Background: an optimization exercise with open tools, aiming at a short achievable clock period and few clock cycles. Do not read the settings as production practice.
Only simulation tests tie the RTL to the original design; equivalence was not proved.
No activity file was given, so power comes from the tool's default toggle rates.

`flow/config.mk`:
```
export PLATFORM = sky130hd
export DESIGN_NAME = byte_machine_core
export DESIGN_NICKNAME = byte_machine_core
export VERILOG_FILES = /design/flow/design.v
export SDC_FILE = /design/flow/constraint.sdc
export NUM_CORES = 4
export LEC_CHECK = 0
export CAP_MARGIN = 20
export CORE_MARGIN = 2
export CORE_UTILIZATION = 40
export SLEW_MARGIN = 20
```
`flow/constraint.sdc`:
```
create_clock -name core_clock -period 14.0 [get_ports {clk}]
set_input_delay 2.8000 -clock core_clock [delete_from_list [all_inputs] [get_ports {clk}]]
set_output_delay 2.8000 -clock core_clock [all_outputs]
set_load 0.01 [all_outputs]
```
`flow/run.sh`:
```
#!/bin/bash
# synth_recipe.tcl (not shown) runs the flow's synth.tcl, then flattens the netlist and writes it again
# the make line also repeats each setting of config.mk as NAME=value (left out here)
make -C /OpenROAD-flow-scripts/flow DESIGN_CONFIG=/design/flow/config.mk WORK_HOME=/design/flow/orfs CLKGATE_MAP_FILE= SYNTH_SCRIPT=/design/flow/synth_recipe.tcl finish
```
`flow/design.v`:
```
module byte_machine_core (
    input  wire        clk,
    input  wire        rst,           
    input  wire [15:0] int_present,   
    output reg         mem_req,
    output reg         mem_we,
    output reg  [15:0] mem_addr,
    output reg  [7:0]  mem_wdata,
    input  wire        mem_ready,
    input  wire [7:0]  mem_rdata,
    output wire        halted,
    output wire        faulted,
    output wire [2:0]  fault_code,
    input  wire [3:0]  dbg_sel,
    output reg  [7:0]  dbg_data
);
    localparam [2:0] E_INVREG  = 3'd1;
    localparam [2:0] E_UNKOP   = 3'd2;
    localparam [2:0] E_UNKSIG  = 3'd3;
    localparam [2:0] E_DIVZERO = 3'd4;
    localparam [3:0] S_F   = 4'd0;   
    localparam [3:0] S_OP  = 4'd1;   
    localparam [3:0] S_B1  = 4'd2;   
    localparam [3:0] S_B2  = 4'd3;   
    localparam [3:0] S_DR  = 4'd4;   
    localparam [3:0] S_ASA = 4'd5;   
    localparam [3:0] S_ASB = 4'd6;   
    localparam [3:0] S_ASW = 4'd7;   
    localparam [3:0] S_END = 4'd8;   
    reg [3:0]  st;
    reg        halted_r, faulted_r;
    reg [2:0]  fcode;
    reg [7:0]  op;        
    reg [7:0]  hh;        
    reg [7:0]  ta;        
    reg [7:0]  tsum;      
    reg        tcar;      
    reg [7:0]  x [0:7];
    reg [15:0] pc;        
    reg [15:0] sp;
    reg        flag_z;
    reg        flag_o;
    reg        use_hold;
    reg [7:0]  hold;
    wire [7:0] d = use_hold ? hold : mem_rdata;
    wire [15:0] spm1 = sp - 16'd1;
    wire [15:0] pcp1 = pc + 16'd1;
    wire [15:0] jaddr = {hh, d};
    reg        ex_v;      
    reg        ex_ph;     
    reg [1:0]  ex_op;
    reg [2:0]  ex_dst;
    reg [7:0]  ex_a, ex_b;
    reg [7:0]  dv_r;      
    reg [3:0]  dv_q;      
    wire ex_div1 = ex_v && (ex_op == 2'd3) && !ex_ph;    
    wire ex_fin  = ex_v && !ex_div1;                      
    wire [8:0]  sum  = {1'b0, ex_a} + {1'b0, ex_b};
    wire [8:0]  dif  = {1'b0, ex_a} - {1'b0, ex_b};
    wire [15:0] prod = ex_a * ex_b;
    reg [8:0] h_r;
    reg [3:0] h_q;
    integer k;
    always @* begin
        h_r = 9'd0;
        for (k = 7; k >= 4; k = k - 1) begin
            h_r = {h_r[7:0], ex_a[k]};
            if (h_r >= {1'b0, ex_b}) begin
                h_r = h_r - {1'b0, ex_b};
                h_q[k-4] = 1'b1;
            end else begin
                h_q[k-4] = 1'b0;
            end
        end
    end
    reg [8:0] l_r;
    reg [3:0] l_q;
    integer j;
    always @* begin
        l_r = {1'b0, dv_r};
        for (j = 3; j >= 0; j = j - 1) begin
            l_r = {l_r[7:0], ex_a[j]};
            if (l_r >= {1'b0, ex_b}) begin
                l_r = l_r - {1'b0, ex_b};
                l_q[j] = 1'b1;
            end else begin
                l_q[j] = 1'b0;
            end
        end
    end
    reg [7:0] alu_y;
    reg       alu_o;
    always @* begin
        case (ex_op)
            2'd0:    begin alu_y = sum[7:0];      alu_o = sum[8];       end
            2'd1:    begin alu_y = dif[7:0];      alu_o = dif[8];       end
            2'd2:    begin alu_y = prod[7:0];     alu_o = |prod[15:8];  end
            default: begin alu_y = {dv_q, l_q};   alu_o = 1'b0;         end
        endcase
    end
    wire [3:0] dhi = d[7:4];
    wire [3:0] dlo = d[3:0];
    reg  [2:0] dec_err;
    always @* begin
        dec_err = 3'd0;
        case (dhi)
            4'h0, 4'h1, 4'h4, 4'h9: if (dlo != 4'd0) dec_err = E_UNKOP;
            4'h2, 4'h3, 4'h5, 4'h6, 4'h7: if (dlo[3]) dec_err = E_INVREG;
            4'h8: if (dlo > 4'd3) dec_err = E_UNKOP;
            4'hA: if (dlo > 4'd5) dec_err = E_UNKOP;
            4'hF: if (!int_present[dlo]) dec_err = E_UNKSIG;
            default: dec_err = E_UNKOP;
        endcase
    end
    reg cond;
    always @* begin
        case (op[2:0])
            3'd0: cond = flag_o;
            3'd1: cond = !flag_o && !flag_z;
            3'd2: cond = flag_z;
            3'd3: cond = !flag_z;
            3'd4: cond = !flag_o;
            default: cond = flag_o || flag_z;
        endcase
    end
    wire hazard = ex_fin && (st == S_OP) &&
                  (((dhi == 4'h3) && (dlo[2:0] == ex_dst)) || (dhi == 4'hF));
    wire stall = ex_div1 || hazard;
    always @* begin
        mem_req   = 1'b0;
        mem_we    = 1'b0;
        mem_addr  = pc;
        mem_wdata = x[op[2:0]];
        case (st)
            S_F: mem_req = 1'b1;
            S_OP: begin
                mem_req = !stall;
                case (dhi)
                    4'h2, 4'h4: mem_addr = spm1;
                    4'h3: begin
                        mem_we    = !dlo[3] && !stall;
                        mem_addr  = sp;
                        mem_wdata = x[dlo[2:0]];
                    end
                    default: ;
                endcase
            end
            S_B1: begin
                mem_req = 1'b1;
                if (op[7:4] == 4'h1) begin
                    mem_we    = 1'b1;
                    mem_addr  = sp;
                    mem_wdata = d;
                end
            end
            S_B2: begin
                mem_req = 1'b1;
                case (op[7:4])
                    4'h6: mem_addr = jaddr;
                    4'h7: begin mem_we = 1'b1; mem_addr = jaddr; end
                    4'h9: mem_addr = jaddr;
                    default: if (cond) mem_addr = jaddr;
                endcase
            end
            S_DR:  mem_req = 1'b1;
            S_ASA: begin mem_req = 1'b1; mem_addr = spm1; end
            S_ASW: begin mem_req = 1'b1; mem_we = 1'b1; mem_addr = sp; mem_wdata = tsum; end
            default: ;
        endcase
    end
    wire go = !stall && (!mem_req || mem_ready);
    integer i;
    always @(posedge clk) begin
        if (rst) begin
            st        <= S_F;
            halted_r  <= 1'b0;
            faulted_r <= 1'b0;
            fcode     <= 3'd0;
            pc        <= 16'd0;
            sp        <= 16'd0;
            flag_z    <= 1'b0;
            flag_o    <= 1'b0;
            use_hold  <= 1'b0;
            ex_v      <= 1'b0;
            ex_ph     <= 1'b0;
            for (i = 0; i < 8; i = i + 1) x[i] <= 8'd0;
        end else begin
            if (ex_div1) begin
                dv_r  <= h_r[7:0];
                dv_q  <= h_q;
                ex_ph <= 1'b1;
            end
            if (ex_fin) begin
                x[ex_dst] <= alu_y;
                flag_z    <= (alu_y == 8'd0);
                flag_o    <= alu_o;
                ex_v      <= 1'b0;
                ex_ph     <= 1'b0;
            end
            if (go) use_hold <= 1'b0;
            else if (!use_hold) begin
                hold     <= mem_rdata;
                use_hold <= 1'b1;
            end
            if (go) begin
                case (st)
                    S_F: begin pc <= pcp1; st <= S_OP; end
                    S_OP: begin
                        op <= d;
                        if (dec_err != 3'd0) begin
                            fcode     <= dec_err;
                            faulted_r <= 1'b1;
                            st        <= S_END;
                        end else begin
                            case (dhi)
                                4'h0: pc <= pcp1;
                                4'h2: begin sp <= spm1; st <= S_DR; end
                                4'h3: begin sp <= sp + 16'd1; st <= S_F; end
                                4'h4: begin sp <= spm1; st <= S_ASA; end
                                4'hF: begin
                                    if (dlo == 4'd0) begin
                                        halted_r <= 1'b1;
                                        st       <= S_END;
                                    end else begin
                                        if (dlo == 4'd1) sp <= {x[0], x[1]};
                                        pc <= pcp1;
                                    end
                                end
                                default: begin pc <= pcp1; st <= S_B1; end
                            endcase
                        end
                    end
                    S_B1: begin
                        case (op[7:4])
                            4'h1: begin sp <= sp + 16'd1; st <= S_F; end
                            4'h5: begin x[op[2:0]] <= d; pc <= pcp1; st <= S_OP; end
                            4'h8: begin
                                if (d[7] || d[3]) begin
                                    fcode     <= E_INVREG;
                                    faulted_r <= 1'b1;
                                    st        <= S_END;
                                end else if (op[1:0] == 2'd3 && x[d[2:0]] == 8'd0) begin
                                    fcode     <= E_DIVZERO;
                                    faulted_r <= 1'b1;
                                    st        <= S_END;
                                end else begin
                                    ex_v   <= 1'b1;
                                    ex_ph  <= 1'b0;
                                    ex_op  <= op[1:0];
                                    ex_dst <= d[6:4];
                                    ex_a   <= x[d[6:4]];
                                    ex_b   <= x[d[2:0]];
                                    pc     <= pcp1;
                                    st     <= S_OP;
                                end
                            end
                            default: begin hh <= d; pc <= pcp1; st <= S_B2; end
                        endcase
                    end
                    S_B2: begin
                        case (op[7:4])
                            4'h6: st <= S_DR;
                            4'h7: st <= S_F;
                            4'h9: begin pc <= jaddr + 16'd1; st <= S_OP; end
                            default: begin
                                pc <= cond ? jaddr + 16'd1 : pcp1;
                                st <= S_OP;
                            end
                        endcase
                    end
                    S_DR: begin x[op[2:0]] <= d; pc <= pcp1; st <= S_OP; end
                    S_ASA: begin ta <= d; sp <= spm1; st <= S_ASB; end
                    S_ASB: begin {tcar, tsum} <= {1'b0, ta} + {1'b0, d}; st <= S_ASW; end
                    S_ASW: begin
                        sp     <= sp + 16'd1;
                        flag_z <= (tsum == 8'd0);
                        flag_o <= tcar;
                        st     <= S_F;
                    end
                    default: ;
                endcase
            end
        end
    end
    assign halted     = halted_r;
    assign faulted    = faulted_r;
    assign fault_code = fcode;
    always @* begin
        case (dbg_sel)
            4'd0, 4'd1, 4'd2, 4'd3, 4'd4, 4'd5, 4'd6, 4'd7: dbg_data = x[dbg_sel[2:0]];
            4'd8:  dbg_data = pc[15:8];
            4'd9:  dbg_data = pc[7:0];
            4'd10: dbg_data = sp[15:8];
            4'd11: dbg_data = sp[7:0];
            4'd12: dbg_data = {6'd0, flag_o, flag_z};
            default: dbg_data = 8'd0;
        endcase
    end
endmodule
```
==> run summary <==
[through the flow]
step                total power [µW]  cells   util  hold WS (ps)
finish                          2040   2875  0.446           487
global route                    2120   2875  0.446           515
CTS                             2020   2874  0.446           491
detailed placement              1520   2842  0.433           470
global placement                1520   2842  0.433           462
floorplan                       1210   2259      -           448
[worst paths after layout]
check / start / endpoint / slack, ps / cells past startpoint
setup / recovery: ex_b[1] / x[1][0] / 4290 / 33
hold / removal: faulted_r / faulted_r / 490 / 2
setup reg to reg: ex_b[1] / x[1][0] / 4290 / 33
hold reg to reg: faulted_r / faulted_r / 490 / 2
[layout make-up]
type                    count  area, µm²  share of cell area
clock buffers              18        429              0.0206
inverters                 122        458              0.0219
flip-flops and latches    186       5100               0.244
clock inverters            14        164             0.00785
multi-input cells        1821      13000               0.623
well taps                 607        759              0.0364
repair buffers            107        966              0.0463
[cell usage after synthesis, drive strengths merged, types with 23 or more instances]
cell type | count | area share
a211oi | 26 | 0.011
a21o | 25 | 0.0099
a21oi | 161 | 0.043
a221oi | 23 | 0.011
buf | 30 | 0.0083
clkbuf | 100 | 0.020
dfxtp | 49 | 0.052
edfxtp | 137 | 0.22
fa | 45 | 0.047
ha | 131 | 0.086
inv | 120 | 0.024
mux2 | 27 | 0.016
mux2i | 60 | 0.033
mux4 | 39 | 0.046
nand2 | 296 | 0.058
nand3 | 87 | 0.024
nor2 | 216 | 0.043
nor2b | 29 | 0.0095
nor3 | 50 | 0.014
o21ai | 129 | 0.034
o31ai | 78 | 0.031
xnor2 | 53 | 0.024
[worst max-delay path, delay by kind of cell (launching register included)]
| kind | cells | cell delay [ps] |
|---|---|---|
| compound gates | 19 | 5160 |
| fa+ha+maj | 4 | 1270 |
| simple gates | 7 | 1440 |
| buf+inv | 3 | 890 |
| flops | 1 | 620 |
[logic make-up (layout without fill, tap and decap cells)]
group | after synthesis | count (layout) | share of synthesized area
adders and majority gates | 176 | 176 | 0.134
muxes | 126 | 126 | 0.0948
buffers and inverters | 252 | 261 | 0.0521
and+or+nand+nor | 836 | 836 | 0.205
AOI/OAI and AO/OA | 609 | 609 | 0.212
DFF | 186 | 186 | 0.268
xor gates and xnor gates | 74 | 74 | 0.0341
[power by group]
group	switching, µW	internal, µW
combinational	512	308
clock	253	257
sequential	80.2	634
total	846	1200
[registers in the layout (all words and copies together), names as in the netlist, 3 cells and up, named ones only]
name	count
x	64
pc	16
sp	16
dv_r	8
ex_a	8
ex_b	8
hh	8
hold	8
ta	8
tsum	8
op	7
dv_q	4
st	4
ex_dst	3
fcode	3
[routing by layer]
layer / up-vias / wire [µm] / GRT usage
met4: 2 / 3680 / 0.151
met1: 8931 / 30500 / 0.396
met3: 191 / 6600 / 0.0508
met5: - / 10 / 0
met2: 1058 / 31700 / 0.443
li1: 8332 / - / -
==> run summary <==
slowest CP cell=sky130_fd_sc_hd__a21oi_1; max-slew headroom at the worst pin=0.240; DR DRC count=0; nature of the critical path startpoint=flop; static leakage=0.00799 µW; TritonCTS clock tree=done; DRC violation total after the first TritonRoute iteration=2302; slew at the pin closest to its max-slew limit=1140 ps; CTS Hold Buffers Added=0; global-route wire length before repair=109 mm; routed vias/inst=6.44; count of mapped cells out of synthesis=2259; number of I/O port buffers=69; Final Hold Fails=0; gpl congestion=0.993; floorplan die area=49300 µm²; overall die width=222 µm; unrepaired setup endpoints after global routing=false; Critical Setup Path Class=flop to flop; Final setup viols=0; sequential element share of the synthesized area=0.268; worst skew pair latency=480 ps; clk sinks=186; number of nets in the finished design=2462; placement row count=79; pre-CTS setup slack=4410 ps; power per cell area=98.0 nW/µm²; Max Fclk=103 MHz; worst-case clock buffer depth=2; global-route congestion overflow total=0; area of the mapped netlist=19000 µm²; Post-CTS Setup Bufs=0; worst-case vdd ir drop=0.116 mV; sum of negative setup slack=0 ps; largest fanout on the critical path=18; clock root cell=sky130_fd_sc_hd__clkbuf_16; TritonCTS Buffers=17; sort of element at the end of the critical path=flop; pin count of the biggest net entering global routing=53; top library cells by usage in the layout, fill and taps aside=296 x sky130_fd_sc_hd__nand2_1, 216 x sky130_fd_sc_hd__nor2_1, 158 x sky130_fd_sc_hd__a21oi_1, 137 x sky130_fd_sc_hd__edfxtp_1, 131 x sky130_fd_sc_hd__ha_1; antenna cell count=0; critical path's most frequent cell=sky130_fd_sc_hd__a21oi_1; I/O pins=70; CTS-repair resized insts=0; Yosys Warn Count=1; top flip-flop cell by instance count after synthesis=sky130_fd_sc_hd__edfxtp_1; initial antenna violation count=2; outcome=timing/DRC/antenna clean; number of global-route vias before repair=17.5k; post-synthesis sequential element count=186; layout cells sized above 1=0.0869; H-tree depth=4; final max-slew violation count=0; delay contributed by the slowest stage of the critical path=780 ps; required time of the critical path=14180 ps; overall routed net length=72.5 mm; fraction of the cycle the final worst path needs=0.693; Clk pin slew, worst setup/hold paths=70 ps; Synthesized Nets=2466; count of unique library cells instantiated by Yosys=90; die height=222 µm; final standard cell area without fillers=20900 µm²; maximum capacitance violations=0; total number of vias=18.5k; number of synthesized flops with an enable pin=137; post-route minimum period=9710 ps; layout overhead on the synthesized area=9.72%; antenna-violating nets left=0; CORE AREA=46800 µm²; arrival time of data at the critical path endpoint=9890 ps; wire length per cell=25.2 µm; fillers=4582; asr flop ratio synth=0; clock tree skew after final layout=16.4 ps; synthesized area per cell=8.42 µm²; DP Area=20300 µm²; class of the most critical hold timing path=flop to flop; worst-case setup margin in the final layout=4290 ps; number of detailed-route iterations in the first pass=5; dpl hpwl=53.7 mm; total global-route track usage=0.291; most common cell after layout, fill and taps aside=sky130_fd_sc_hd__nand2_1; Initial Utilization=0.407
Testbench counts, summed over its fixed seeds: cycles 37,003.

re-timing with driven ports:
Ports are ideal in the flow. The routed layout listed here was re-timed in OpenROAD. Step 1 (the two cells are an assumption about what drives the block):
set clk [get_ports {clk}]
set_driving_cell -lib_cell sky130_fd_sc_hd__clkbuf_16 $clk
set_driving_cell -lib_cell sky130_fd_sc_hd__buf_2 [delete_from_list [all_inputs] $clk]
Step 2 adds t to the input delays and takes it off the output delays; t is the mean of the earliest and latest rising clock arrival at the registers after step 1. Input paths then give back, and output paths get back, about the clock's delay inside the block. a / b / c = ideal ports / drivers / drivers and shift; a / b = the first two.
t (ns): 0.522
setup WS [ns]: 4.292 / 4.292 / 4.292
worst register clock-pin slew, ns: 0.08 / 0.08
worst slew at a driven data input, ns: 0.10
cell pins on the clock port's net: 1
After both steps this run still meets setup and hold. For this run, drivers alone change the setup slack by 0.000 ns; drivers and shift together by 0.000 ns.
